This design comes from an exercise in tuning for small area on the open sky130 flow, not from production work. The RTL was checked by simulation tests, not by an equivalence proof against the original design. No activity file was given, so power comes from the tool's default toggle rates.

<file path="flow/run.sh">
#!/bin/bash
# synth_recipe.tcl (not shown) runs the flow's synth.tcl, then flattens the netlist and writes it again
# the make line also repeats each setting of config.mk as NAME=value (left out here)
make -C /OpenROAD-flow-scripts/flow DESIGN_CONFIG=/design/flow/config.mk WORK_HOME=/design/flow/orfs CLKGATE_MAP_FILE= SYNTH_SCRIPT=/design/flow/synth_recipe.tcl finish
</file>
<file path="flow/config.mk">
export PLATFORM = sky130hd
export DESIGN_NAME = acc
export DESIGN_NICKNAME = acc
export VERILOG_FILES = /design/flow/design.v
export SDC_FILE = /design/flow/constraint.sdc
export NUM_CORES = 4
export LEC_CHECK = 0
export CAP_MARGIN = 20
export CORE_MARGIN = 2
export CORE_UTILIZATION = 40
export SLEW_MARGIN = 20
</file>
<file path="flow/constraint.sdc">
create_clock -name core_clock -period 20.0 [get_ports {clk}]
set_input_delay 4.0000 -clock core_clock [delete_from_list [all_inputs] [get_ports {clk}]]
set_output_delay 4.0000 -clock core_clock [all_outputs]
set_load 0.01 [all_outputs]
</file>
<file path="flow/design.v">
module acc_scale24 (
    input  wire [7:0] c,
    output wire [2:0] level
);
    wire ge51  = c >= 8'd51;
    wire ge102 = c >= 8'd102;
    wire ge153 = c >= 8'd153;
    wire ge204 = c >= 8'd204;
    wire ge255 = c == 8'd255;
    assign level[2] = ge204;
    assign level[1] = ge102 & ~ge204;
    assign level[0] = (ge51 & ~ge102) | (ge153 & ~ge204) | ge255;
endmodule
module acc_rgb_code (
    input  wire [2:0] red,
    input  wire [2:0] green,
    input  wire [2:0] blue,
    output wire [7:0] code
);
    assign code = 8'd16 + 8'd36 * red + 8'd6 * green + blue;
endmodule
module acc_classify (
    input  wire [7:0]  code,
    output reg  [10:0] var_out
);
    wire [7:0] rem   = code - 8'd16;
    wire [7:0] red   = rem / 8'd36;
    wire [7:0] green = (rem / 8'd6) % 8'd6;
    wire [7:0] blue  = rem % 8'd6;
    always @* begin
        if (code[7:4] == 4'd0)
            var_out = {1'b0, code[3], 6'd0, code[2:0]};
        else if (code <= 8'd231)
            var_out = {2'd2, red[2:0], green[2:0], blue[2:0]};
        else
            var_out = {2'd3, 4'd0, code[4] & code[3], code[4] & ~code[3], code[2:0]};
    end
endmodule
module acc_var_encode;
endmodule
module acc (
    input  wire        clk,
    input  wire        rst,
    input  wire        req_valid,
    input  wire [31:0] req_word,
    output wire        rsp_valid,
    output wire [31:0] rsp_word
);
    wire [3:0]  op = req_word[31:28];
    wire [23:0] a  = req_word[23:0];
    reg  [1:0] seq_mode;
    reg  [7:0] seq_cur;
    wire       seq_active = seq_mode != 2'd0;
    wire op_norm  = op == 4'h1;
    wire op_brt   = op == 4'h2;
    wire op_rgb   = op == 4'h3;
    wire op_grey  = op == 4'h4;
    wire op_rgb24 = op == 4'h5;
    wire op_var   = op == 4'h6;
    wire op_cls   = op == 4'h7;
    wire op_code  = op == 4'h8;
    wire op_nrgb  = op == 4'h9;
    wire op_ngrey = op == 4'hA;
    wire op_nrgb24= op == 4'hB;
    wire op_start = op == 4'hC;
    wire op_next  = op == 4'hD;
    wire z_hi  = a[23:11] == 13'd0;
    wire z_mid = a[10:8] == 3'd0;
    wire z_8_5 = a[8:5] == 4'd0;
    wire z_7_3 = a[7:3] == 5'd0;
    wire z_8_3 = a[8:3] == 6'd0;
    wire [1:0] tag = a[10:9];
    wire       c24 = op[2] | (op[3] & op[1]);  
    wire [2:0] s_r, s_g, s_b;
    acc_scale24 u_scale_r (.c(a[23:16]), .level(s_r));
    acc_scale24 u_scale_g (.c(a[15:8]),  .level(s_g));
    acc_scale24 u_scale_b (.c(a[7:0]),   .level(s_b));
    wire [2:0] ch_r = op_var ? a[8:6] : c24 ? s_r : a[18:16];
    wire [2:0] ch_g = op_var ? a[5:3] : c24 ? s_g : a[10:8];
    wire [2:0] ch_b = (c24 && !op_var) ? s_b : a[2:0];
    wire [7:0] rgb_code;
    acc_rgb_code u_rgb_code (.red(ch_r), .green(ch_g), .blue(ch_b), .code(rgb_code));
    wire [7:0] rr = op_var ? {5'd0, a[8:6]} : a[23:16];
    wire [7:0] rg = op_var ? {5'd0, a[5:3]} : a[15:8];
    wire [7:0] rb = op_var ? {5'd0, a[2:0]} : a[7:0];
    wire bad_r = rr[7:3] != 5'd0 || (rr[2] && rr[1]);
    wire bad_g = rg[7:3] != 5'd0 || (rg[2] && rg[1]);
    wire bad_b = rb[7:3] != 5'd0 || (rb[2] && rb[1]);
    wire rgb_bad = bad_r | bad_g | bad_b;
    wire [7:0] rgb_bad_value = bad_r ? rr : bad_g ? rg : rb;
    wire grey_bad = a[7:5] != 3'd0 || (a[4] && a[3]);
    wire [7:0] grey_code = {3'b111, a[4] | a[3], ~a[3], a[2:0]};
    wire [10:0] cls_var;
    acc_classify u_classify (.code(a[7:0]), .var_out(cls_var));
    reg  [1:0]  status;
    reg  [10:0] data;
    always @* begin
        status = 2'd0;
        data   = 11'd0;
        if (req_word[27:24] != 4'd0) begin
            status = 2'd2;
        end else if (op_norm || op_brt) begin
            if (!(z_hi && z_mid && z_7_3)) status = 2'd2;
            else data = {7'd0, op_brt, a[2:0]};
        end else if (op_rgb || op_nrgb || (op_var && tag == 2'd2 && z_hi)) begin
            if (rgb_bad) begin
                status = 2'd1;
                data   = {3'd0, rgb_bad_value};
            end else if (op_nrgb) data = {2'b10, ch_r, ch_g, ch_b};
            else                  data = {3'd0, rgb_code};
        end else if (op_rgb24) begin
            data = {3'd0, rgb_code};
        end else if (op_nrgb24) begin
            data = {2'b10, ch_r, ch_g, ch_b};
        end else if (op_var) begin
            if (!z_hi) status = 2'd2;
            else if (!tag[1]) begin
                if (!z_8_3) status = 2'd2;
                else data = {7'd0, tag[0], a[2:0]};
            end else begin
                if (!z_8_5) status = 2'd2;
                else if (grey_bad) begin
                    status = 2'd1;
                    data   = {3'd0, a[7:0]};
                end else data = {3'd0, grey_code};
            end
        end else if (op_grey || op_ngrey || op_cls || op_code) begin
            if (!(z_hi && z_mid)) status = 2'd2;
            else if (op_cls)  data = cls_var;
            else if (op_code) data = {3'd0, a[7:0]};
            else if (grey_bad) begin
                status = 2'd1;
                data   = {3'd0, a[7:0]};
            end else if (op_grey) data = {3'd0, grey_code};
            else data = {2'b11, 4'd0, a[4:0]};
        end else if (op_start) begin
            if (!(z_hi && z_mid && z_7_3) || a[2] && (a[1] || a[0])) status = 2'd2;
        end else if (op_next) begin
            if (!(z_hi && z_mid && a[7:0] == 8'd0)) status = 2'd2;
            else if (!seq_active) status = 2'd3;
            else data = {3'd0, seq_cur};
        end else begin
            status = 2'd2;
        end
    end
    wire accept  = req_valid && !rst;
    wire legal_start = op_start && status == 2'd0;
    wire legal_next  = op_next && status == 2'd0;
    wire seq_end = seq_cur[2:0] == 3'b111 &&
                   (seq_mode == 2'd2 ||
                    (seq_cur[7:5] == 3'b111 && (seq_mode == 2'd3 || seq_cur[4:3] == 2'b11)));
    always @(posedge clk) begin
        if (rst) begin
            seq_mode <= 2'd0;
        end else if (accept && legal_start) begin
            case (a[2:0])
                3'd1:    begin seq_mode <= 2'd2; seq_cur <= 8'd0;   end
                3'd2:    begin seq_mode <= 2'd2; seq_cur <= 8'd8;   end
                3'd3:    begin seq_mode <= 2'd3; seq_cur <= 8'd16;  end
                3'd4:    begin seq_mode <= 2'd1; seq_cur <= 8'd232; end
                default: begin seq_mode <= 2'd1; seq_cur <= 8'd0;   end
            endcase
        end else if (accept && legal_next) begin
            if (seq_end) seq_mode <= 2'd0;
            else         seq_cur  <= seq_cur + 8'd1;
        end
    end
    assign rsp_valid = accept;
    assign rsp_word  = {2'b00, status, 4'd0, 13'd0, data};
endmodule
</file>
==> results of run 1 <==
## power groups by stage
stage	combinational [mW]	sequential (mW)	clock, mW
5_1_grt	0.158	0.0222	0.0234
6_report	0.145	0.0222	0.0216
3_3_place_gp	0.138	0.0226	0
3_5_place_dp	0.141	0.0226	0
2_1_floorplan	0.108	0.0226	0
4_1_cts	0.142	0.0222	0.0222
## synth_stat cells, drive strengths merged (5+ instances only)
cell	n
or3	5
nor4	5
or2	8
edfxtp	8
inv	23
nand2b	9
a21oi	72
and2	6
nand4	6
o211ai	11
o32ai	6
o21ai	49
or4	8
mux2i	8
o22ai	7
o21a	8
nand2	67
clkbuf	37
nor2b	8
xnor2	16
nor2	61
and3	9
o31ai	7
o221ai	5
a31oi	16
a211o	5
nand3	26
a2111oi	5
a211oi	13
a21o	5
ha	22
buf	34
nor3	36
## tightest hold or removal path, stage by stage (launching register included)
cell,delay (ns)
sky130_fd_sc_hd__dfxtp_1,0.34
sky130_fd_sc_hd__a21oi_1,0.14
sky130_fd_sc_hd__nor2_1,0.05
## per-layer routing
layer / routed length, um / vias to the layer above
met5: 0 / -
li1: - / 2531
met1: 6730 / 2478
met4: 254 / 0
met2: 6680 / 384
met3: 1580 / 24
## cell type report
| type | count | share of cell area [%] |
|---|---|---|
| Clock buffer | 4 | 0.925 |
| Inverter | 23 | 1.77 |
| Multi-Input combinational cell | 590 | 76.7 |
| Sequential cell | 10 | 5.76 |
| Tap cell | 140 | 3.60 |
| Timing Repair Buffer | 57 | 11.3 |
## how the worst max path moves through the flow
stage,startpoint,endpoint,slack [ns],cells after the start
after floorplan,req_word[4],rsp_word[5],7.55,23
after global placement,req_word[5],rsp_word[4],5.70,21
after detailed placement,req_word[5],rsp_word[4],5.35,21
after CTS,req_word[5],rsp_word[4],5.33,21
after global routing,req_word[5],rsp_word[4],5.11,21
final,req_word[5],rsp_word[4],5.60,23
## registers in the layout (all words and copies together) (netlist names)
signal,cells
seq_cur,8
seq_mode,2
## cell usage in the layout, fill, tap and decap left out, types with 8 or more instances in the layout
cell type and count:
sky130_fd_sc_hd__a211oi_1 13, sky130_fd_sc_hd__nand3_1 26, sky130_fd_sc_hd__and3_1 9, sky130_fd_sc_hd__clkdlybuf4s50_1 48, sky130_fd_sc_hd__conb_1 19, sky130_fd_sc_hd__ha_1 22
sky130_fd_sc_hd__xnor2_1 16, sky130_fd_sc_hd__o211ai_1 11, sky130_fd_sc_hd__nor3_1 33, sky130_fd_sc_hd__o21a_1 8, sky130_fd_sc_hd__inv_1 21, sky130_fd_sc_hd__nand2_1 67
sky130_fd_sc_hd__nand2b_1 9, sky130_fd_sc_hd__buf_4 9, sky130_fd_sc_hd__a21oi_1 72, sky130_fd_sc_hd__edfxtp_1 8, sky130_fd_sc_hd__nor2b_1 8, sky130_fd_sc_hd__nor2_1 60
sky130_fd_sc_hd__o21ai_0 47, sky130_fd_sc_hd__a31oi_1 16
## through the flow
step	cell area [um2]	total power, mW	cells
2_1_floorplan	4470	0.131	694
3_3_place_gp	4820	0.161	820
3_5_place_dp	4820	0.163	820
4_1_cts	4860	0.186	824
5_1_grt	4870	0.204	824
6_report	4870	0.189	824
## kinds of logic after synthesis
kind of cell | after synthesis | synth area share, %
adder cells (fa/ha/maj) | 26 | 7.85
XOR/XNOR | 20 | 3.98
AND/OR/NAND/NOR | 263 | 29.9
buffers and inverters | 94 | 10.5
AO/OA/AOI/OAI | 251 | 38.4
multiplexers | 11 | 2.87
flip-flops | 10 | 6.37
other | 1 | 0.0852
==> metrics.csv, run 1 <==
metric,value,unit
Startpoint Class,input port,
largest buffer count on any clock path,2,
largest net degree at the start of global routing,31,
sequential standard cell area,280,um2
switching power,0.0973,mW
GR Layer Usage met1,35.7,%
portion of total power attributed to sequential cells,11.8,%
Main synth FF type,sky130_fd_sc_hd__edfxtp_1,
Synth cell types,86,
maximum operating frequency,69.4,MHz
worst-skew pair later-pin latency,0.24,ns
via count of the first global-routing pass,4706,
fraction of the core area covered by cells at the end of the flow,45.1,%
H-Tree Depth,1,
gate count after technology mapping,676,
Global Route Usage Sum,24.4,%
"Data required, critical path",16.00,ns
final count of negative-setup-slack endpoints,0,
die boundary width,109,um
starting utilization of the core area,40.8,%
endpoint of the most critical register-to-register path,seq_cur[0]$_SDFFCE_PP0P_,
Die ar.,0.0119,mm2
count of vias placed by the detailed router,5417,
worst-path maximum fanout,15,
classification of the worst-slack hold path,register to register,
total negative slack for setup checks,0,ns
Buffers on Ports,48,
reported leakage power,1.76,nW
synthesis-to-layout area growth,10.7,%
RSZ-0062 raised after global routing,false,
setup clock skew after layout,0.00750,ns
"Period Utilization, post-route",72.0,%
met3 track utilization from global routing,2.21,%
Final Hold Vio Count,0,
worst hold slack,0.569,ns
Max transition margin,25.1,%
clock tree from TritonCTS,built,
series of cell instances along the critical path,"clkdlybuf4s50_1, inv_1, ha_1, nand2b_1, and2_1, o311a_1, nor2_1, ha_1, and3_1, and4_4, a2111oi_0, a21oi_1, ha_1, nand2_1, a2111oi_0, a31oi_1, o211ai_1, nor2_2, a2111oi_2, nor2_1, a31o_1, o31ai_2, clkdlybuf4s50_1",
switching fraction of total power,51.5,%
power density relative to cell area,38.8,mW/mm2
class of the most critical setup path,input port to output pin,
time the worst path needs with I/O delays and setup,14.40,ns
Clock power frac,11.4,%
detailed placement HPWL,11200,um
synthesized area per cell,6.51,um2
layout filler cell count,1127,
"EDFF count, synth",8,
hold_buf cts,0,
result of the run,"complete, no violations",
Int Power,0.0918,mW
master cell of the clock root buffer,sky130_fd_sc_hd__clkbuf_8,
start point of the worst hold path,seq_mode[1]$_SDFFE_PP0P_,
clock edge transition at the registers on the reported setup and hold paths,0.04,ns
grt peak-use layer,met2,
Final WS setup,5.60,ns
1st-pass router iterations,6,
proportion of power drawn by combinational gates,76.8,%
initial DRC count,773,
type of element capturing the critical path,output pin,
antenna diode instance count,0,
worst reg2reg setup slack,17.52,ns
via count normalized by instance count,6.57,
Syn. warnings,2,
number of placed I/O pins,68,
fraction of final layout cells sized beyond drive strength 1,6.58,%
r2r worst-path depth,4,
worst vdd ir,40.2,uV
# Post-CTS Setup Buffers,0,
most frequent CP cell,sky130_fd_sc_hd__ha_1,
buffers and inverters on the worst path,3,
Total Nets Final,745,
die span in y,109,um
number of pins exceeding their max-slew limit in the final report,0,
global-route wire length before repair,23800,um
"Gates resized, CTS repair",0,
max_cap viols,0,
biggest area consumer among synthesized cells,sky130_fd_sc_hd__a21oi_1,
std cell rows,38,
final routed wire length divided by cell count,18.5,um
initial antenna violation count,0,
number of storage elements in the synthesis netlist,10,
sum of overflow across all layers after global routing,0,
CP Data Arrival Time,10.40,ns
cell with the biggest individual delay on the critical path,sky130_fd_sc_hd__clkdlybuf4s50_1,
FF-to-FF Start,seq_mode[1]$_SDFFE_PP0P_,
Post-DRT Antenna Nets,0,
Yosys top cell area share,8.19,%
Clock Sink Count,10,
Hold Path End,seq_mode[1]$_SDFFE_PP0P_,
DRC violation count after routing,0,
slew at the pin closest to its max-slew limit,1.12,ns
placeable core region,0.0108,mm2
total area of multi-input combinational cells,0.00373,mm2
weighted congestion reported at the end of routability-driven placement,1.03,
met2 layer usage reported by global route,38.2,%
netlist area before placement,0.00440,mm2
post-place setup slack,5.35,ns
largest incremental delay on the critical path,0.82,ns
number of cells traversed by the worst hold path,2,
sum of routed wire length over all layers,15300,um
fraction of registers with async set or reset after synthesis,0,%
leading cell types by total area after synthesis,"sky130_fd_sc_hd__a21oi_1 (8.2%), sky130_fd_sc_hd__ha_1 (6.3%), sky130_fd_sc_hd__nand2_1 (5.7%), sky130_fd_sc_hd__edfxtp_1 (5.5%), sky130_fd_sc_hd__o21ai_0 (5.3%)",
Top Family by Delay on Critical Path,compound AO/OA/AOI/OAI gates,
post-synthesis sequential area ratio,6.37,%
number of buffers created by CTS,3,
==> inputs of run 2 (changes only) <==
==> flow/flow/run.sh (new file) <==
#!/bin/bash
# Own layout flow: the standard synthesis, then the combinational logic
# between the registers re-optimised for area with ABC (registers kept as
# they are, with their names and cell types), then the standard layout
# steps, with one tie cell for the constant outputs and buf_1 port buffers.
set -euo pipefail
HERE=$(pwd)
RES=$HERE/orfs/results/$FLOW_PLATFORM/acc/base
YOSYS=$FLOW_HOME/../tools/install/yosys/bin/yosys
[ -x "$YOSYS" ] || YOSYS=$(command -v yosys)

bash standard.sh synth > $HERE/1_synth_std.log 2>&1
cp $RES/1_2_yosys.v $HERE/1_2_yosys_std.v

LIB=$FLOW_HOME/platforms/sky130hd/lib/sky130_fd_sc_hd__tt_025C_1v80.lib \
IN=$HERE/1_2_yosys_std.v OUT=$HERE/1_2_yosys_opt.v ABC_SCRIPT=$HERE/flow/area.abc \
  $YOSYS -c $HERE/flow/resynth.tcl > $HERE/resynth.log 2>&1

cp $HERE/1_2_yosys_opt.v $RES/1_2_yosys.v
rm -f $RES/1_synth.odb $RES/1_synth.sdc
bash standard.sh SKIP_REPAIR_TIE_FANOUT=1 \
  "BUFFER_PORTS_ARGS=-buffer_cell sky130_fd_sc_hd__buf_1" \
  "CTS_BUF_LIST=sky130_fd_sc_hd__clkbuf_1 sky130_fd_sc_hd__clkbuf_2" \
  finish > $HERE/layout.log 2>&1
==> flow/flow/area.abc (new file) <==
strash
&get -n
&deepsyn -T 60
&put
amap
topo
==> flow/flow/resynth.tcl (new file) <==
# Re-optimise the combinational logic of the standard synthesis for
# area. Register cells stay black boxes, so every register keeps its
# instance name and cell type; all other cells are flattened to logic,
# optimised by ABC and mapped to the library again.
yosys read_liberty -ignore_miss_func $::env(LIB)
yosys read_verilog $::env(IN)
yosys hierarchy -top acc
# black-box every library cell that holds a flip-flop or latch
set seq {}
foreach pat [list {*/t:$_DFF*} {*/t:$_SDFF*} {*/t:$_DLATCH*} {*/t:$_ALDFF*} {*/t:$_DFFSR*} {*/t:$_FF_*}] {
  foreach c [split [string trim [yosys tee -q -s result.string select -list $pat]] "\n"] {
    set c [string trim $c]
    if {$c ne ""} { lappend seq [lindex [split $c /] 0] }
  }
}
foreach m [lsort -unique $seq] { yosys blackbox $m }
yosys flatten
yosys hierarchy -top acc
yosys opt -full
yosys setundef -zero
yosys abc -liberty $::env(LIB) -script $::env(ABC_SCRIPT) -dont_use sky130_fd_sc_hd__probe_p_8 -dont_use sky130_fd_sc_hd__probec_p_8 -dont_use sky130_fd_sc_hd__lpflow_bleeder_1 -dont_use sky130_fd_sc_hd__lpflow_clkbufkapwr_1 -dont_use sky130_fd_sc_hd__lpflow_clkbufkapwr_16 -dont_use sky130_fd_sc_hd__lpflow_clkbufkapwr_2 -dont_use sky130_fd_sc_hd__lpflow_clkbufkapwr_4 -dont_use sky130_fd_sc_hd__lpflow_clkbufkapwr_8 -dont_use sky130_fd_sc_hd__lpflow_clkinvkapwr_1 -dont_use sky130_fd_sc_hd__lpflow_clkinvkapwr_16 -dont_use sky130_fd_sc_hd__lpflow_clkinvkapwr_2 -dont_use sky130_fd_sc_hd__lpflow_clkinvkapwr_4 -dont_use sky130_fd_sc_hd__lpflow_clkinvkapwr_8 -dont_use sky130_fd_sc_hd__lpflow_decapkapwr_12 -dont_use sky130_fd_sc_hd__lpflow_decapkapwr_3 -dont_use sky130_fd_sc_hd__lpflow_decapkapwr_4 -dont_use sky130_fd_sc_hd__lpflow_decapkapwr_6 -dont_use sky130_fd_sc_hd__lpflow_decapkapwr_8 -dont_use sky130_fd_sc_hd__lpflow_inputiso0n_1 -dont_use sky130_fd_sc_hd__lpflow_inputiso0p_1 -dont_use sky130_fd_sc_hd__lpflow_inputiso1n_1 -dont_use sky130_fd_sc_hd__lpflow_inputiso1p_1 -dont_use sky130_fd_sc_hd__lpflow_inputisolatch_1 -dont_use sky130_fd_sc_hd__lpflow_isobufsrc_1 -dont_use sky130_fd_sc_hd__lpflow_isobufsrc_16 -dont_use sky130_fd_sc_hd__lpflow_isobufsrc_2 -dont_use sky130_fd_sc_hd__lpflow_isobufsrc_4 -dont_use sky130_fd_sc_hd__lpflow_isobufsrc_8 -dont_use sky130_fd_sc_hd__lpflow_isobufsrckapwr_16 -dont_use sky130_fd_sc_hd__lpflow_lsbuf_lh_hl_isowell_tap_1 -dont_use sky130_fd_sc_hd__lpflow_lsbuf_lh_hl_isowell_tap_2 -dont_use sky130_fd_sc_hd__lpflow_lsbuf_lh_hl_isowell_tap_4 -dont_use sky130_fd_sc_hd__lpflow_lsbuf_lh_isowell_4 -dont_use sky130_fd_sc_hd__lpflow_lsbuf_lh_isowell_tap_1 -dont_use sky130_fd_sc_hd__lpflow_lsbuf_lh_isowell_tap_2 -dont_use sky130_fd_sc_hd__lpflow_lsbuf_lh_isowell_tap_4 -dont_use # -dont_use # -dont_use Define -dont_use fill -dont_use cells -dont_use export -dont_use FILL_CELLS -dont_use ?= -dont_use sky130_fd_sc_hd__fill_1 -dont_use sky130_fd_sc_hd__fill_2 -dont_use sky130_fd_sc_hd__fill_4 -dont_use sky130_fd_sc_hd__fill_8
yosys opt_clean -purge
yosys hilomap -singleton -hicell sky130_fd_sc_hd__conb_1 HI -locell sky130_fd_sc_hd__conb_1 LO
yosys insbuf -buf sky130_fd_sc_hd__buf_1 A X
yosys splitnets
# left out here: clean up, hide names made inside functions
yosys tee -o $::env(OUT).stat stat -liberty $::env(LIB)
yosys write_verilog -noattr -nohex -nodec $::env(OUT)
==> flow/standard.sh (new file) <==
#!/bin/bash
# synth_recipe.tcl (not shown) runs the flow's synth.tcl, then flattens the netlist and writes it again
# the make line also repeats each setting of config.mk as NAME=value (left out here)
make -C /OpenROAD-flow-scripts/flow DESIGN_CONFIG=/design/flow/config.mk WORK_HOME=/design/flow/orfs CLKGATE_MAP_FILE= SYNTH_SCRIPT=/design/flow/synth_recipe.tcl "${@:-finish}"
removed: flow/run.sh
==> run 2 against run 1 <==
Against the previous run:
- wire length decreased by 40%
- clock skew increased by 0.011 ns
- non-clock buffer count decreased by 8
- count of clock-buffer cells in the layout unchanged
- largest cell class unchanged
- still clean on timing, DRC and antenna
- global-route usage increased by 4.2 points
- via count decreased by 40%
- cell count decreased by 37%
- sequential power about the same
- register-to-register slack got worse by 0.62 ns
==> metrics.csv, run 2 <==
metric,value,unit
Max transition margin,40.8,%
number of placed I/O pins,68,
type of element capturing the critical path,output pin,
worst-path maximum fanout,10,
buffers and inverters on the worst path,5,
max_cap viols,0,
register with the highest flop count,seq_cur,
count of vias placed by the detailed router,3269,
clock tree from TritonCTS,built,
largest net degree at the start of global routing,20,
leading registers by flop count,"seq_cur: 8 flops, seq_mode: 2 flops",
via count of the first global-routing pass,2968,
power density relative to cell area,32.6,mW/mm2
post-place setup slack,7.07,ns
r2r worst-path depth,10,
H-Tree Depth,1,
portion of total power attributed to sequential cells,26.8,%
slew at the pin closest to its max-slew limit,0.879,ns
Die ar.,0.00639,mm2
std cell rows,27,
placeable core region,0.00554,mm2
total negative slack for setup checks,0,ns
Top Family by Delay on Critical Path,compound AO/OA/AOI/OAI gates,
Global Route Usage Sum,28.6,%
proportion of power drawn by combinational gates,58.5,%
fraction of final layout cells sized beyond drive strength 1,0.899,%
largest incremental delay on the critical path,0.61,ns
start point of the worst hold path,seq_mode[1]$_SDFFE_PP0P_,
class of the most critical setup path,input port to output pin,
"Data required, critical path",16.00,ns
initial DRC count,398,
switching fraction of total power,50.1,%
die boundary width,79.9,um
via count normalized by instance count,6.32,
antenna diode instance count,0,
Crit. path cell count,25,
Post-DRT Antenna Nets,0,
# Post-CTS Setup Buffers,0,
"Period Utilization, post-route",65.2,%
hold_buf cts,0,
Startpoint Class,input port,
synthesized area per cell,5.61,um2
setup clock skew after layout,0.0183,ns
worst-skew pair later-pin latency,0.26,ns
switching power,0.0414,mW
global-route wire length before repair,14600,um
clock edge transition at the registers on the reported setup and hold paths,0.09,ns
most frequent CP cell,sky130_fd_sc_hd__nor2_1,
initial antenna violation count,0,
most common library cell in the layout ignoring fill and taps,sky130_fd_sc_hd__nor2_1,
gate count after technology mapping,411,
netlist area before placement,0.00231,mm2
flip-flop count of the largest register after layout,8,
Buffers on Ports,48,
FF-to-FF Start,seq_mode[1]$_SDFFE_PP0P_,
master cell of the clock root buffer,sky130_fd_sc_hd__clkbuf_2,
detailed placement HPWL,7490,um
weighted congestion reported at the end of routability-driven placement,1.08,
1st-pass router iterations,5,
final count of negative-setup-slack endpoints,0,
Final Hold Vio Count,0,
DRC violation count after routing,0,
sum of routed wire length over all layers,9090,um
number of cells traversed by the worst hold path,2,
reported leakage power,0.742,nW
number of buffers created by CTS,3,
Clock Sink Count,10,
starting utilization of the core area,41.6,%
cell with the biggest individual delay on the critical path,sky130_fd_sc_hd__o22ai_1,
RSZ-0062 raised after global routing,false,
"Gates resized, CTS repair",0,
Syn. warnings,2,
CP Data Arrival Time,9.03,ns
Final WS setup,6.97,ns
Total Nets Final,481,
result of the run,"complete, no violations",
die span in y,79.9,um
time the worst path needs with I/O delays and setup,13.03,ns
final routed wire length divided by cell count,17.6,um
Crit. Startpoint,req_word[31],
Clock power frac,14.7,%
largest buffer count on any clock path,2,
synthesis-to-layout area growth,9.77,%
number of pins exceeding their max-slew limit in the final report,0,
worst vdd ir,18.5,uV
highest-count cells in the layout ignoring fill and taps,"sky130_fd_sc_hd__nor2_1 (81), sky130_fd_sc_hd__clkinv_1 (73), sky130_fd_sc_hd__buf_1 (48)",
sum of overflow across all layers after global routing,0,
classification of the worst-slack hold path,register to register,
Int Power,0.0412,mW
maximum operating frequency,76.7,MHz
run 2: power by group through the flow:
stage / Sequential, mW / Combinational (mW) / Clock [mW]
6_report: 0.0222 / 0.0483 / 0.0122
5_1_grt: 0.0222 / 0.0533 / 0.0134
4_1_cts: 0.0222 / 0.0467 / 0.0124
3_5_place_dp: 0.0226 / 0.0465 / 0
3_3_place_gp: 0.0226 / 0.0466 / 0
2_1_floorplan: 0.0226 / 0.0323 / 0
run 2: worst paths after layout:
check	end	slack (ns)
min reg2reg	seq_mode[1]$_SDFFE_PP0P_	0.52
max reg2reg	seq_mode[0]$_SDFFE_PP0P_	16.90
max	rsp_word[6]	6.97
min	seq_mode[1]$_SDFFE_PP0P_	0.52
run 2: area by class of cell:
cell class / instances / area [um2]
fill: 632 / 3010
multi-input combinational: 309 / 1680
sequential: 10 / 280
inverter: 73 / 274
timing repair buffer: 49 / 188
tap: 72 / 90.1
clock buffer: 4 / 18.8
run 2: tightest hold or removal path, cell delays in order, from the launching register on:
cell	delay, ns
sky130_fd_sc_hd__dfxtp_1	0.34
sky130_fd_sc_hd__nor2_1	0.10
sky130_fd_sc_hd__a211oi_1	0.05
run 2: routing by layer:
layer / vias up / GRT usage, % / part of all wire, %
met5: - / 0 / 0
met3: 21 / 3.96 / 9.6
met1: 1489 / 40.0 / 44
met4: 0 / 7.63 / 2.2
met2: 211 / 45.8 / 44
li1: 1548 / - / -
run 2: stage by stage:
stage | std cells | instance area, um2 | util, % | hold WS (ns) | power (mW)
2_1_floorplan | 411 | 2310 | - | 0.479 | 0.0550
3_3_place_gp | 513 | 2510 | 45.3 | 0.506 | 0.0692
3_5_place_dp | 513 | 2510 | 45.3 | 0.512 | 0.0691
4_1_cts | 517 | 2530 | 45.7 | 0.523 | 0.0813
5_1_grt | 517 | 2530 | 45.7 | 0.574 | 0.0889
6_report | 517 | 2530 | 45.7 | 0.524 | 0.0826
==> inputs of run 3 (changes only) <==
--- a/flow/flow/run.sh
+++ b/flow/flow/run.sh
@@ -22,3 +22,3 @@
   "BUFFER_PORTS_ARGS=-buffer_cell sky130_fd_sc_hd__buf_1" \
-  "CTS_BUF_LIST=sky130_fd_sc_hd__clkbuf_1 sky130_fd_sc_hd__clkbuf_2" \
+  "CTS_BUF_LIST=sky130_fd_sc_hd__clkbuf_2" \
   finish > $HERE/layout.log 2>&1
==> run 3 against run 2 <==
Against the previous run:
- global-route usage stayed put
- wire length is 0.12% lower
- total power up 0.48%
- die area unchanged
- cell count did not move
- clock power grew 3%
- core utilization hardly changed
==> metrics.csv, run 3 <==
metric,value,unit
antenna diode instance count,0,
post-place setup slack,7.07,ns
Syn. warnings,2,
worst-path maximum fanout,10,
Post-DRT Antenna Nets,0,
detailed placement HPWL,7490,um
highest-count cells in the layout ignoring fill and taps,"sky130_fd_sc_hd__nor2_1 (81), sky130_fd_sc_hd__clkinv_1 (73), sky130_fd_sc_hd__buf_1 (48)",
via count of the first global-routing pass,2968,
Final WS setup,6.92,ns
flip-flop count of the largest register after layout,8,
gate count after technology mapping,411,
layout filler cell count,631,
placeable core region,0.00554,mm2
"Data required, critical path",16.00,ns
most common library cell in the layout ignoring fill and taps,sky130_fd_sc_hd__nor2_1,
largest net degree at the start of global routing,20,
# Post-CTS Setup Buffers,0,
r2r worst-path depth,10,
type of element capturing the critical path,output pin,
result of the run,"complete, no violations",
initial DRC count,413,
final routed wire length divided by cell count,17.6,um
Clock Sink Count,10,
fraction of the core area covered by cells at the end of the flow,45.7,%
netlist area before placement,0.00231,mm2
starting utilization of the core area,41.6,%
initial antenna violation count,0,
total area of multi-input combinational cells,0.00168,mm2
dpl cell area,0.00251,mm2
sequential standard cell area,280,um2
sum of overflow across all layers after global routing,0,
final count of negative-setup-slack endpoints,0,
worst vdd ir,18.2,uV
master cell of the clock root buffer,sky130_fd_sc_hd__clkbuf_2,
clock edge transition at the registers on the reported setup and hold paths,0.09,ns
CP Data Arrival Time,9.08,ns
reported leakage power,0.745,nW
class of the most critical setup path,input port to output pin,
"Period Utilization, post-route",65.4,%
power density relative to cell area,32.8,mW/mm2
DRC violation count after routing,0,
endpoint of the most critical register-to-register path,seq_mode[0]$_SDFFE_PP0P_,
worst-skew pair later-pin latency,0.26,ns
sum of routed wire length over all layers,9080,um
classification of the worst-slack hold path,register to register,
number of cells traversed by the worst hold path,2,
Final Hold Vio Count,0,
total negative slack for setup checks,0,ns
number of placed I/O pins,68,
number of buffers created by CTS,3,
register with the highest flop count,seq_cur,
Crit. Startpoint,req_word[31],
die boundary width,79.9,um
Global Route Usage Sum,28.6,%
H-Tree Depth,1,
synthesis-to-layout area growth,9.82,%
via count normalized by instance count,6.27,
Die ar.,0.00639,mm2
global-route wire length before repair,14600,um
synthesized area per cell,5.61,um2
worst reg2reg setup slack,16.92,ns
count of vias placed by the detailed router,3240,
fraction of final layout cells sized beyond drive strength 1,1.12,%
total power of the final layout,0.0830,mW
clock tree from TritonCTS,built,
hold_buf cts,0,
setup clock skew after layout,0.0184,ns
number of pins exceeding their max-slew limit in the final report,0,
time the worst path needs with I/O delays and setup,13.08,ns
Buffers on Ports,48,
maximum operating frequency,76.4,MHz
largest buffer count on any clock path,2,
max_cap viols,0,
die span in y,79.9,um
Total Nets Final,481,
Max transition margin,43.3,%
"Non-Filler Cell Area, Final",0.00253,mm2
RSZ-0062 raised after global routing,false,
FF-to-FF Start,seq_mode[1]$_SDFFE_PP0P_,
slew at the pin closest to its max-slew limit,0.842,ns
1st-pass router iterations,5,
weighted congestion reported at the end of routability-driven placement,1.08,
std cell rows,27,
endpoint of the worst setup timing path,rsp_word[6],
"Gates resized, CTS repair",0,
Startpoint Class,input port,
leading registers by flop count,"seq_cur: 8 flops, seq_mode: 2 flops",
==> run 3: cell types whose count changed in the layout (fill, tap and decap cells not counted) <==
cell,change
sky130_fd_sc_hd__clkbuf_1,-1
sky130_fd_sc_hd__clkbuf_2,+1
==> run 3: final cells by class <==
class                   instances  share of cell area, %
clock buffers                   4                  0.791
inverters                      73                   10.8
multi-input cells             309                   66.4
flip-flops and latches         10                   11.1
well taps                      72                   3.56
repair buffers                 49                   7.41
==> run 3: metrics by stage <==
| step | instances | hold slack (ns) |
|---|---|---|
| floorplan | 411 | 0.479 |
| global placement | 513 | 0.506 |
| detailed placement | 513 | 0.512 |
| CTS | 517 | 0.523 |
| global route | 517 | 0.574 |
| finish | 517 | 0.523 |
==> run 3: routing by layer <==
metal	wire [um]	GRT usage [%]
met1	3900	40.0
met2	3980	45.8
met3	993	3.96
met4	210	7.63
met5	0	0
==> run 3: critical path, cell delays in order <==
cell                       delay, ns
sky130_fd_sc_hd__buf_1          0.29
sky130_fd_sc_hd__clkinv_1       0.25
sky130_fd_sc_hd__o22ai_1        0.60
sky130_fd_sc_hd__clkinv_1       0.29
sky130_fd_sc_hd__a31oi_1        0.27
sky130_fd_sc_hd__clkinv_1       0.12
sky130_fd_sc_hd__o22ai_1        0.16
sky130_fd_sc_hd__o21ai_0        0.11
sky130_fd_sc_hd__a21boi_0       0.22
sky130_fd_sc_hd__nor2_1         0.20
sky130_fd_sc_hd__o22ai_1        0.12
sky130_fd_sc_hd__nor2b_1        0.19
sky130_fd_sc_hd__o221ai_1       0.15
sky130_fd_sc_hd__a21boi_0       0.36
sky130_fd_sc_hd__nor2_1         0.08
sky130_fd_sc_hd__a21oi_1        0.15
sky130_fd_sc_hd__or2_0          0.16
sky130_fd_sc_hd__o21ai_0        0.17
sky130_fd_sc_hd__or2_0          0.31
sky130_fd_sc_hd__nor2_1         0.11
sky130_fd_sc_hd__nor2_1         0.06
sky130_fd_sc_hd__o21ai_0        0.21
sky130_fd_sc_hd__o31a_1         0.17
sky130_fd_sc_hd__o221a_1        0.17
sky130_fd_sc_hd__buf_1          0.15
==> run 3: how the worst min path moves through the flow <==
| stage | from | end | slack [ns] |
|---|---|---|---|
| after global routing | seq_mode[1]$_SDFFE_PP0P_ | seq_mode[1]$_SDFFE_PP0P_ | 0.57 |
| after floorplan | seq_mode[1]$_SDFFE_PP0P_ | seq_mode[1]$_SDFFE_PP0P_ | 0.48 |
| final | seq_mode[1]$_SDFFE_PP0P_ | seq_mode[1]$_SDFFE_PP0P_ | 0.52 |
| after CTS | seq_mode[1]$_SDFFE_PP0P_ | seq_mode[1]$_SDFFE_PP0P_ | 0.52 |
| after global placement | seq_mode[1]$_SDFFE_PP0P_ | seq_mode[1]$_SDFFE_PP0P_ | 0.51 |
| after detailed placement | seq_mode[1]$_SDFFE_PP0P_ | seq_mode[1]$_SDFFE_PP0P_ | 0.51 |
==> run 3: where the power goes <==
group          switching (mW)  internal, mW  leakage [nW]
registers           0.0000139        0.0221        0.0908
logic                  0.0340        0.0143         0.637
clock network         0.00734       0.00531        0.0166
total                  0.0413        0.0417         0.745
==> inputs of run 4 (changes only) <==
--- a/flow/design.v
+++ b/flow/design.v
@@ -151,16 +151,18 @@
                     (seq_cur[7:5] == 3'b111 && (seq_mode == 2'd3 || seq_cur[4:3] == 2'b11)));
+    wire [7:0] sel_first = (a[2:0] == 3'd2) ? 8'd8 : (a[2:0] == 3'd3) ? 8'd16 :
+                           (a[2:0] == 3'd4) ? 8'd232 : 8'd0;
+    wire do_start = accept && legal_start;
+    wire do_inc   = accept && op_next && req_word[27:0] == 28'd0;
     always @(posedge clk) begin
+        seq_cur <= do_start ? sel_first : seq_cur + {7'd0, do_inc};
         if (rst) begin
             seq_mode <= 2'd0;
-        end else if (accept && legal_start) begin
+        end else if (do_start) begin
             case (a[2:0])
-                3'd1:    begin seq_mode <= 2'd2; seq_cur <= 8'd0;   end
-                3'd2:    begin seq_mode <= 2'd2; seq_cur <= 8'd8;   end
-                3'd3:    begin seq_mode <= 2'd3; seq_cur <= 8'd16;  end
-                3'd4:    begin seq_mode <= 2'd1; seq_cur <= 8'd232; end
-                default: begin seq_mode <= 2'd1; seq_cur <= 8'd0;   end
+                3'd1, 3'd2: seq_mode <= 2'd2;
+                3'd3:       seq_mode <= 2'd3;
+                default:    seq_mode <= 2'd1;
             endcase
-        end else if (accept && legal_next) begin
-            if (seq_end) seq_mode <= 2'd0;
-            else         seq_cur  <= seq_cur + 8'd1;
+        end else if (accept && legal_next && seq_end) begin
+            seq_mode <= 2'd0;
         end
==> flow/flow/run.sh (replaced) <==
#!/bin/bash
# Own layout flow: the standard synthesis, then the combinational logic
# between the registers re-optimised for area with ABC (registers kept as
# they are, with their names and cell types; several ABC seeds, the smallest
# result kept), then the standard layout steps, with one tie cell for the
# constant outputs and buf_1 port buffers.
set -euo pipefail
HERE=$(pwd)
RES=$HERE/orfs/results/$FLOW_PLATFORM/acc/base
YOSYS=$FLOW_HOME/../tools/install/yosys/bin/yosys
[ -x "$YOSYS" ] || YOSYS=$(command -v yosys)
LIB=$FLOW_HOME/platforms/sky130hd/lib/sky130_fd_sc_hd__tt_025C_1v80.lib

bash standard.sh synth > $HERE/1_synth_std.log 2>&1
cp $RES/1_2_yosys.v $HERE/1_2_yosys_std.v

SEEDS="1 2 3 4"
for s in $SEEDS; do
  sed "s/@SEED@/$s/" $HERE/flow/area.abc > $HERE/area_$s.abc
  LIB=$LIB IN=$HERE/1_2_yosys_std.v OUT=$HERE/1_2_yosys_opt_$s.v ABC_SCRIPT=$HERE/area_$s.abc \
    $YOSYS -c $HERE/flow/resynth.tcl > $HERE/resynth_$s.log 2>&1 &
done
wait
best=""; best_area=""
for s in $SEEDS; do
  a=$(awk '/Chip area for module/ {print $NF}' $HERE/1_2_yosys_opt_$s.v.stat 2>/dev/null || true)
  [ -n "$a" ] || continue
  echo "seed $s: area $a" >> $HERE/resynth_pick.log
  if [ -z "$best" ] || awk -v a=$a -v b=$best_area 'BEGIN{exit !(a<b)}'; then best=$s; best_area=$a; fi
done
echo "picked seed $best ($best_area)" >> $HERE/resynth_pick.log
cp $HERE/1_2_yosys_opt_$best.v $RES/1_2_yosys.v
rm -f $RES/1_synth.odb $RES/1_synth.sdc
bash standard.sh SKIP_REPAIR_TIE_FANOUT=1 \
  "BUFFER_PORTS_ARGS=-buffer_cell sky130_fd_sc_hd__buf_1" \
  "CTS_BUF_LIST=sky130_fd_sc_hd__clkbuf_4" \
  finish > $HERE/layout.log 2>&1
==> flow/flow/area.abc (replaced) <==
strash
&get -n
&deepsyn -T 90 -S @SEED@
&put
amap
topo
==> run 4 against run 3 <==
Against the previous run:
- still clean
- die area is 2.5% lower
- synthesized cell count is 1.5% higher
- count of clock-buffer cells in the layout is 1 lower
- hold slack worse by 0.028 ns
- clock power is about 10% higher
- combinational power is 6.4% higher
- global-route usage is 1.2 points higher
- first-iteration DRC count is 12% lower
- register-to-register slack better by 0.63 ns
- design area is 2.2% lower
- sequential power is 6% lower
- wire length is 1.0% higher
==> metrics.csv, run 4 <==
metric,value,unit
RSZ-0062 raised after global routing,false,
die span in y,78.9,um
placeable core region,0.00547,mm2
switching fraction of total power,50.3,%
initial antenna violation count,0,
class of the most critical setup path,input port to output pin,
number of placed I/O pins,68,
starting utilization of the core area,41.0,%
fraction of final layout cells sized beyond drive strength 1,0.887,%
hold_buf cts,0,
classification of the worst-slack hold path,register to register,
Final Hold Vio Count,0,
type of element capturing the critical path,output pin,
Syn. warnings,2,
number of buffers created by CTS,3,
sum of routed wire length over all layers,9180,um
CP Data Arrival Time,8.63,ns
global-route wire length before repair,14600,um
clock tree from TritonCTS,built,
worst-path maximum fanout,9,
slew at the pin closest to its max-slew limit,0.931,ns
worst reg2reg setup slack,17.55,ns
highest-count cells in the layout ignoring fill and taps,"sky130_fd_sc_hd__nor2_1 (86), sky130_fd_sc_hd__clkinv_1 (69), sky130_fd_sc_hd__buf_1 (48)",
die boundary width,78.9,um
max_cap viols,0,
"Data required, critical path",16.00,ns
proportion of power drawn by combinational gates,59.7,%
Global Route Usage Sum,29.8,%
gate count after technology mapping,417,
Total Nets Final,487,
"Period Utilization, post-route",63.2,%
flip-flop count of the largest register after layout,8,
Clock power frac,16.1,%
total negative slack for setup checks,0,ns
register with the highest flop count,seq_cur,
Buffers on Ports,48,
Final WS setup,7.37,ns
worst vdd ir,30.6,uV
Startpoint Class,input port,
H-Tree Depth,1,
weighted congestion reported at the end of routability-driven placement,0.953,
"Gates resized, CTS repair",0,
FF-to-FF Start,seq_mode[0]$_SDFFE_PP0P_,
reported leakage power,0.781,nW
largest incremental delay on the critical path,0.69,ns
Placed Cells incl. Taps,519,
master cell of the clock root buffer,sky130_fd_sc_hd__clkbuf_4,
largest buffer count on any clock path,2,
Clock Sink Count,10,
most frequent CP cell,sky130_fd_sc_hd__o21ai_0,
1st-pass router iterations,5,
number of cells traversed by the worst hold path,2,
clock edge transition at the registers on the reported setup and hold paths,0.06,ns
Max transition margin,37.3,%
sum of overflow across all layers after global routing,0,
leading registers by flop count,"seq_cur: 8 flops, seq_mode: 2 flops",
worst-skew pair later-pin latency,0.26,ns
via count of the first global-routing pass,2907,
synthesis-to-layout area growth,10.4,%
netlist area before placement,0.00224,mm2
cell with the biggest individual delay on the critical path,sky130_fd_sc_hd__o21ai_0,
# Post-CTS Setup Buffers,0,
portion of total power attributed to sequential cells,24.2,%
non-filler instance count after layout,523,
largest net degree at the start of global routing,20,
final routed wire length divided by cell count,17.5,um
endpoint of the most critical register-to-register path,seq_mode[1]$_SDFFE_PP0P_,
via count normalized by instance count,6.13,
Post-DRT Antenna Nets,0,
std cell rows,27,
Die ar.,0.00623,mm2
most common library cell in the layout ignoring fill and taps,sky130_fd_sc_hd__nor2_1,
time the worst path needs with I/O delays and setup,12.63,ns
total power of the final layout,0.0860,mW
post-place setup slack,7.56,ns
final count of negative-setup-slack endpoints,0,
buffers and inverters on the worst path,5,
maximum operating frequency,79.2,MHz
series of cell instances along the critical path,"buf_1, clkinv_1, o21ai_0, clkinv_1, nor2_1, nor3_1, a21oi_1, clkinv_1, nor2_1, a21oi_1, o21ai_0, o21ai_0, a31oi_1, nand2_1, o21ai_0, and3_1, o21a_1, or2_0, a21oi_1, a311oi_1, buf_1",
setup clock skew after layout,0.00306,ns
synthesized area per cell,5.38,um2
Top Family by Delay on Critical Path,compound AO/OA/AOI/OAI gates,
Crit. path cell count,21,
result of the run,"complete, no violations",
number of pins exceeding their max-slew limit in the final report,0,
r2r worst-path depth,8,
Int Power,0.0427,mW
initial DRC count,364,
count of vias placed by the detailed router,3207,
DRC violation count after routing,0,
detailed placement HPWL,7610,um
start point of the worst hold path,seq_cur[2]$_SDFF_PP0_,
power density relative to cell area,34.7,mW/mm2
Hold Path End,seq_cur[2]$_SDFF_PP0_,
antenna diode instance count,0,
switching power,0.0433,mW
==> run 4: worst max path at each step <==
stage	from	endpoint	slack, ns
floorplan	req_word[29]	rsp_word[6]	8.68
global placement	req_word[31]	rsp_word[6]	7.79
detailed placement	req_word[31]	rsp_word[6]	7.56
CTS	req_word[31]	rsp_word[6]	7.55
global route	req_word[31]	rsp_word[6]	6.77
finish	req_word[31]	rsp_word[6]	7.37
==> run 4: cell type report <==
class | instances | area, um2
flip-flops and latches | 10 | 200
well taps | 72 | 90.1
multi-input cells | 320 | 1720
fillers | 656 | 3000
inverters | 68 | 255
repair buffers | 49 | 188
clock inverters | 1 | 3.75
clock buffers | 3 | 22.5
==> run 4: tightest hold or removal path, delay by kind of cell (launching register included) <==
| family | cells | cell delay, ns |
|---|---|---|
| flip-flops | 1 | 0.30 |
| buffers and inverters | 1 | 0.07 |
| AO/OA/AOI/OAI | 1 | 0.07 |
==> run 4: power groups by stage <==
| stage | Clock [mW] | Sequential [mW] | Combinational (mW) |
|---|---|---|---|
| 2_1_floorplan | 0 | 0.0211 | 0.0342 |
| 3_3_place_gp | 0 | 0.0213 | 0.0493 |
| 3_5_place_dp | 0 | 0.0213 | 0.0493 |
| 4_1_cts | 0.0148 | 0.0208 | 0.0495 |
| 5_1_grt | 0.0163 | 0.0209 | 0.0567 |
| 6_report | 0.0139 | 0.0208 | 0.0513 |
==> run 4: per-stage QoR <==
stage / utilization [%] / hold slack [ns] / cell area, um2
global route: 45.3 / 0.518 / 2480
finish: 45.3 / 0.495 / 2480
CTS: 45.3 / 0.501 / 2480
floorplan: - / 0.439 / 2240
detailed placement: 44.8 / 0.489 / 2450
global placement: 44.8 / 0.481 / 2450
==> run 4: metal layers <==
metal	track usage (%)	wire length, um	vias up	part of all wire (%)
li1	-	-	1576	-
met1	38.8	3950	1425	43
met2	52.2	4250	186	46
met3	2.73	775	20	8.4
met4	8.79	203	0	2.2
met5	0	0	-	0
==> inputs of run 5 (changes only) <==
--- a/flow/design.v
+++ b/flow/design.v
@@ -50,5 +50,5 @@
     wire [23:0] a  = req_word[23:0];
-    reg  [1:0] seq_mode;
+    reg        seq_bnd;
     reg  [7:0] seq_cur;
-    wire       seq_active = seq_mode != 2'd0;
+    wire       seq_active = !(seq_bnd && seq_cur[7:5] == 3'b111 && (seq_cur[4] || seq_cur[3]));
     wire op_norm  = op == 4'h1;
@@ -149,4 +149,4 @@
     wire seq_end = seq_cur[2:0] == 3'b111 &&
-                   (seq_mode == 2'd2 ||
-                    (seq_cur[7:5] == 3'b111 && (seq_mode == 2'd3 || seq_cur[4:3] == 2'b11)));
+                   (seq_bnd ? (seq_cur[7:4] == 4'd0 || seq_cur[7:5] == 3'b111)
+                            : seq_cur[7:3] == 5'b11111);
     wire [7:0] sel_first = (a[2:0] == 3'd2) ? 8'd8 : (a[2:0] == 3'd3) ? 8'd16 :
@@ -154,15 +154,21 @@
     wire do_start = accept && legal_start;
-    wire do_inc   = accept && op_next && req_word[27:0] == 28'd0;
+    wire do_inc   = accept && legal_next;
+    wire do_stop  = rst || (accept && legal_next && seq_end);
+    wire [8:0] inc_c;
+    wire [7:0] inc_s;
+    assign inc_c[0] = do_inc;
+    genvar k;
+    generate
+        for (k = 0; k < 8; k = k + 1) begin : g_inc
+            assign inc_s[k]   = seq_cur[k] ^ inc_c[k];
+            assign inc_c[k+1] = seq_cur[k] & inc_c[k];
+        end
+    endgenerate
     always @(posedge clk) begin
-        seq_cur <= do_start ? sel_first : seq_cur + {7'd0, do_inc};
-        if (rst) begin
-            seq_mode <= 2'd0;
-        end else if (do_start) begin
-            case (a[2:0])
-                3'd1, 3'd2: seq_mode <= 2'd2;
-                3'd3:       seq_mode <= 2'd3;
-                default:    seq_mode <= 2'd1;
-            endcase
-        end else if (accept && legal_next && seq_end) begin
-            seq_mode <= 2'd0;
+        if (do_start) begin
+            seq_cur <= sel_first;
+            seq_bnd <= a[2:0] == 3'd1 || a[2:0] == 3'd2 || a[2:0] == 3'd3;
+        end else begin
+            seq_cur <= inc_s | (do_stop ? 8'd232 : 8'd0);
+            seq_bnd <= seq_bnd || do_stop;
         end
--- a/flow/flow/run.sh
+++ b/flow/flow/run.sh
@@ -35,3 +35,3 @@
   "BUFFER_PORTS_ARGS=-buffer_cell sky130_fd_sc_hd__buf_1" \
-  "CTS_BUF_LIST=sky130_fd_sc_hd__clkbuf_4" \
+  "CTS_ARGS=-sink_clustering_enable -repair_clock_nets -dont_use_dummy_load -buf_list sky130_fd_sc_hd__clkbuf_4" \
   finish > $HERE/layout.log 2>&1
==> flow/flow/area.abc (replaced) <==
strash
&get -n
&deepsyn -T 240 -S @SEED@
&put
amap -m
topo
==> run 5 against run 4 <==
Against the previous run:
- worst setup slack better by 0.48 ns
- sequential power shrank 7%
- highest routed layer unchanged
- total power shrank 0.95%
- via count down 3.3%
- still clean on timing, DRC and antenna
- register-to-register slack worse by 0.95 ns
==> metrics.csv, run 5 <==
metric,value,unit
fraction of the core area covered by cells at the end of the flow,45.9,%
total negative slack for setup checks,0,ns
worst-skew pair later-pin latency,0.27,ns
"Gates resized, CTS repair",0,
# Post-CTS Setup Buffers,0,
final routed wire length divided by cell count,17.7,um
type of element capturing the critical path,output pin,
result of the run,"complete, no violations",
Post-DRT Antenna Nets,0,
largest net degree at the start of global routing,20,
Buffers on Ports,48,
placeable core region,0.00514,mm2
max_cap viols,0,
Top Family by Delay on Critical Path,compound AO/OA/AOI/OAI gates,
buffers and inverters on the worst path,4,
RSZ-0062 raised after global routing,false,
weighted congestion reported at the end of routability-driven placement,0.973,
worst-path maximum fanout,10,
worst hold slack,0.478,ns
Final Hold Vio Count,0,
clock tree from TritonCTS,built,
start point of the worst hold path,seq_cur[1]$_SDFF_PP0_,
H-Tree Depth,1,
layout filler cell count,608,
synthesized area per cell,5.51,um2
final count of negative-setup-slack endpoints,0,
Total Nets Final,458,
reported leakage power,0.731,nW
master cell of the clock root buffer,sky130_fd_sc_hd__clkbuf_4,
std cell rows,26,
maximum operating frequency,82.3,MHz
fraction of final layout cells sized beyond drive strength 1,0.713,%
post-place setup slack,8.03,ns
via count normalized by instance count,6.32,
"Data required, critical path",16.00,ns
slew at the pin closest to its max-slew limit,0.888,ns
Syn. warnings,2,
worst vdd ir,39.6,uV
clock edge transition at the registers on the reported setup and hold paths,0.06,ns
initial DRC count,426,
initial antenna violation count,0,
DRC violation count after routing,0,
classification of the worst-slack hold path,register to register,
die span in y,77.2,um
number of placed I/O pins,68,
power density relative to cell area,36.1,mW/mm2
hold_buf cts,0,
starting utilization of the core area,41.7,%
Global Route Usage Sum,28.9,%
setup clock skew after layout,0.00348,ns
Clock Sink Count,9,
Final WS setup,7.85,ns
count of vias placed by the detailed router,3101,
antenna diode instance count,0,
class of the most critical setup path,input port to output pin,
Startpoint Class,input port,
1st-pass router iterations,5,
gate count after technology mapping,389,
cell with the biggest individual delay on the critical path,sky130_fd_sc_hd__o21ai_0,
die boundary width,77.2,um
"Period Utilization, post-route",60.8,%
largest buffer count on any clock path,2,
Die ar.,0.00596,mm2
CP Data Arrival Time,8.15,ns
sum of overflow across all layers after global routing,0,
FF-to-FF Start,seq_cur[4]$_DFF_P_,
number of buffers created by CTS,3,
synthesis-to-layout area growth,10.2,%
series of cell instances along the critical path,"buf_1, clkinv_1, o21ai_0, clkinv_1, o21ai_0, a31oi_1, or2_0, a21boi_0, nor2_1, o21a_1, o21ai_0, nand2_1, o21a_1, nand2_1, nand2_1, nor2_1, a21oi_1, nand2_1, o21a_1, o21a_1, buf_1",
Max transition margin,40.2,%
register with the highest flop count,seq_cur,
global-route wire length before repair,14000,um
via count of the first global-routing pass,2828,
flip-flop count of the largest register after layout,8,
Crit. Startpoint,req_word[29],
highest-count cells in the layout ignoring fill and taps,"sky130_fd_sc_hd__nor2_1 (66), sky130_fd_sc_hd__clkinv_1 (57), sky130_fd_sc_hd__buf_1 (48)",
detailed placement HPWL,6910,um
total power of the final layout,0.0852,mW
time the worst path needs with I/O delays and setup,12.15,ns
most common library cell in the layout ignoring fill and taps,sky130_fd_sc_hd__nor2_1,
sum of routed wire length over all layers,8670,um
leading registers by flop count,"seq_cur: 8 flops, seq_bnd: 1 flops",
number of pins exceeding their max-slew limit in the final report,0,
netlist area before placement,0.00214,mm2
largest incremental delay on the critical path,0.62,ns
-- run 5: report_power, final --
part	switching (mW)	internal, mW	total, mW
combinational	0.0358	0.0159	0.0517
sequential	0.000543	0.0189	0.0194
clock	0.00703	0.00697	0.0140
-- run 5: worst register-to-register path, stage by stage (launching register included) --
cell                        delay [ns]
sky130_fd_sc_hd__dfxtp_1          0.34
sky130_fd_sc_hd__o2111ai_1        0.26
sky130_fd_sc_hd__nand4_1          0.33
sky130_fd_sc_hd__clkinv_1         0.17
sky130_fd_sc_hd__o41ai_1          0.11
sky130_fd_sc_hd__nand4b_1         0.31
sky130_fd_sc_hd__nor2_1           0.20
sky130_fd_sc_hd__clkinv_1         0.10
sky130_fd_sc_hd__nor2_1           0.14
sky130_fd_sc_hd__clkinv_1         0.10
sky130_fd_sc_hd__nor2_1           0.14
sky130_fd_sc_hd__clkinv_1         0.14
sky130_fd_sc_hd__nor2_1           0.20
sky130_fd_sc_hd__nand2_1          0.14
sky130_fd_sc_hd__nor2_1           0.23
sky130_fd_sc_hd__nand3_1          0.11
sky130_fd_sc_hd__nand2_1          0.15
sky130_fd_sc_hd__nor2_1           0.06
sky130_fd_sc_hd__a21oi_1          0.11
-- run 5: worst paths after layout --
kind                      endpoint  slack [ns]  cells after the start
max                    rsp_word[6]        7.85                     21
min          seq_cur[1]$_SDFF_PP0_        0.48                      2
max reg2reg        seq_bnd$_DFF_P_       16.60                     18
min reg2reg  seq_cur[1]$_SDFF_PP0_        0.48                      2
-- run 5: routing by layer --
layer | global-route usage [%] | wire length [um] | part of all wire [%] | up-vias
li1 | - | - | - | 1484
met5 | 0 | 0 | 0 | -
met3 | 2.71 | 708 | 8.2 | 29
met2 | 48.6 | 3980 | 46 | 199
met4 | 11.6 | 348 | 4.0 | 0
met1 | 37.8 | 3630 | 42 | 1389
-- run 5: through the flow --
step	area [um2]	instances
floorplan	2140	389
global placement	2340	488
detailed placement	2340	488
CTS	2360	491
global route	2360	491
finish	2360	491
-- run 5: layout make-up --
type	instances	area [um2]	share of cell area, %
Clock buffer	3	22.5	0.954
Inverter	57	214	9.06
Multi-Input combinational cell	304	1680	71.0
Sequential cell	9	180	7.63
Tap cell	70	87.6	3.71
Timing Repair Buffer	48	180	7.63

what the ideal ports hide:
In the flow no input, the clock included, has a driving cell. The finished layouts below were timed again as built, in two steps.
Step 1 assumes that a clkbuf_16 drives the clock port and a buf_2 every other input.
Step 2, shift: input delay + t, output delay - t, t = (earliest + latest rising clock arrival at the registers) / 2. This alone moves slack from input paths to output paths.
Three values: ideal, step 1, step 2; two values: the first two.
run	t, ns	slack for setup (ns)	worst hold slack (ns)	worst setup path after step 2
run 1	0.254	5.596 / 5.566 / 5.566	0.569 / 0.569 / 0.569	input to output
run 2	0.269	6.967 / 6.943 / 6.943	0.524 / 0.524 / 0.524	input to output
run 3	0.270	6.917 / 6.893 / 6.893	0.523 / 0.523 / 0.523	input to output
run 4	0.276	7.369 / 7.336 / 7.336	0.495 / 0.495 / 0.495	input to output
run 5	0.286	7.846 / 7.823 / 7.823	0.478 / 0.478 / 0.478	input to output
After both steps every run listed still meets setup and hold. For run 4, which loses most, drivers alone change the setup slack by -0.033 ns; drivers and shift together by -0.033 ns.
